Context: an optimization exercise on an open-source flow, tuned for small area, a short achievable clock period and few clock cycles per item. The choices shown serve that exercise and are no tape-out recipe. The RTL was checked by simulation tests, not by an equivalence proof against the original design. Power figures rest on the tool's default switching activity, not on a simulated workload.

## violet
// rtp_depkt
module rtp_depkt (
  input  wire        clk,
  input  wire        rst,
  input  wire        in_valid,
  input  wire [7:0]  in_data,
  input  wire        in_last,
  output wire        in_ready,
  input  wire [11:0] sps_w,
  input  wire [11:0] sps_h,
  output reg         fo_valid,
  output reg  [7:0]  fo_data,
  output reg         fo_last,
  output reg         st_valid,
  output reg  [1:0]  st_hdr,
  output reg  [2:0]  st_kind,
  output reg  [3:0]  st_action,
  output reg         st_marker,
  output reg  [15:0] st_seq,
  output reg  [6:0]  st_payload_len,
  output reg         st_seq_exp_valid,
  output reg  [15:0] st_seq_expected,
  output reg         st_seq_anomaly,
  output reg         st_res_change,
  output reg         st_au_abandoned,
  output reg  [7:0]  st_attempted_len,
  output wire        st_re_state,
  output wire [11:0] st_width,
  output wire [11:0] st_height,
  output wire [31:0] st_anomaly_count
);
Size in the first run: roughly 4200 cells after synthesis, roughly 1800 flip-flops, roughly 170 I/O pins, ~72000 um^2 of cells after synthesis.
export LEC_CHECK = 0
export CAP_MARGIN = 20
export CORE_MARGIN = 2
export CORE_UTILIZATION = 55
export PLACE_DENSITY = 0.72
export SLEW_MARGIN = 20
create_clock -name core_clock -period 10.0 [get_ports {clk}]
standard.sh (not shown) runs the stock make flow with config.mk's settings and CLKGATE_MAP_FILE= SYNTH_SCRIPT=/design/flow/synth_recipe.tcl, a recipe that flattens the netlist after the stock synthesis.
==> flow/flow/run.sh <==
#!/bin/bash
set -euo pipefail
bash standard.sh SETUP_SLACK_MARGIN=7 finish > standard_flow.log 2>&1
Testbench counts of violet, summed over its fixed seeds: cycles 76,713, datagrams 2,400.
--- input diff violet..cedar ---
Settings: PLACE_DENSITY changed from 0.72 to 0.8; CORE_UTILIZATION changed from 55 to 65.
==> flow/flow/run.sh <==
#!/bin/bash
set -euo pipefail
bash standard.sh SETUP_SLACK_MARGIN=6.5 finish > standard_flow.log 2>&1
Results
cedar contains fewer vias than violet.
On latest clock arrival within the worst-skew pair: cedar sits below violet.
Summary of cedar over violet: number of cell instances on the worst register-to-register path shrank by 3, count of cells resized by post-cts repair moved down, multi-input logic portion of the cell area went down 0.19 points, wire length reported by the detailed router -6500 um.
Summary: worst hold slack after final layout, cedar better than violet
As of cedar, detailed-routed wire length on met2 had fallen slightly compared to violet.
Row actual transition at the worst max-transition pin: cedar higher / violet lower
The final cell count number comes out higher for violet vs cedar.
Modified inputs, zinc compared to cedar
Settings: a change of CORE_UTILIZATION from 65 to 55; a change of PLACE_DENSITY from 0.8 to 0.72.
Findings:
- cedar: PASS, flow complete, no timing, DRC or antenna violations
- zinc finished all stages; the layout is clean.
- Between zinc and cedar, it is zinc whose sum of net half-perimeters after detailed placement is lower, by about 3%.
- Met3 usage in global routing delta for zinc relative to cedar: 2.0 points lower
- Looking at global routing usage summed across all routing layers, zinc sits 7.2 points lower than cedar does.
- zinc vs cedar, clock power went up by about 2%.
- Delta (zinc minus cedar): detailed-router iteration count before antenna repair decreased by 2 relative to the old numbers, post-route fraction of the period consumed by the critical path decreased by 0.26 points relative to the old numbers.
- Compared with cedar, in zinc final wirelength moved down, wire length of the first global-routing pass now sits lower, cell count higher.
- The power density over the cells was comparable across zinc and cedar.

* * *

rtp_depkt again, from the RTL that the note above started with.
Settings: LEC_CHECK=0, CAP_MARGIN=20, CORE_MARGIN=2, CORE_UTILIZATION=55, CTS_CLUSTER_DIAMETER=60, CTS_CLUSTER_SIZE=20, PLACE_DENSITY=0.72, SLEW_MARGIN=20; clock period 10.0 ns.
==> flow/flow/run.sh <==
#!/bin/bash
set -euo pipefail
bash standard.sh SETUP_SLACK_MARGIN=6.5 finish > standard_flow.log 2>&1
Testbench counts at the start, summed over its fixed seeds: cycles 76,713, datagrams 2,400.
Rerun with:
CTS_CLUSTER_DIAMETER = 80   (was 60)
CTS_CLUSTER_SIZE = 30   (was 20)
Synthesized cell count is unchanged.
Final area went down by 2.0%.
Count of clock-buffer cells in the layout shrinks by 56.
Synthesized area stays the same.
Wire length falls by 2.1%.
Sequential power is about the same.

re-timing with driven ports:
Ports are ideal in the flow. The routed layouts listed here were re-timed in OpenROAD. Step 1 assumes that a clkbuf_16 drives the clock port and a buf_2 every other input. Step 2 times the ports against the registers' clock, not the clock port: input delays grow and output delays shrink by t, the midpoint of the rising clock arrivals with the driver on. Slacks: ideal ports / drivers / drivers and shift; pairs: ideal ports / drivers.
run	t (ns)	setup WS [ns]	clock arrival spread, ns
violet	0.889	6.459 / 6.375 / 6.241	0.055 / 0.055
cedar	0.847	6.489 / 6.418 / 5.824	0.035 / 0.035
zinc	0.873	6.515 / 6.439 / 5.764	0.036 / 0.036
the first run of note 2	0.838	6.530 / 6.454 / 5.883	0.062 / 0.062
the second run of note 2	0.762	6.529 / 6.458 / 5.900	0.068 / 0.067
After both steps every run listed still meets setup and hold. For zinc, which loses most, drivers alone change the setup slack by -0.076 ns; drivers and shift together by -0.751 ns.
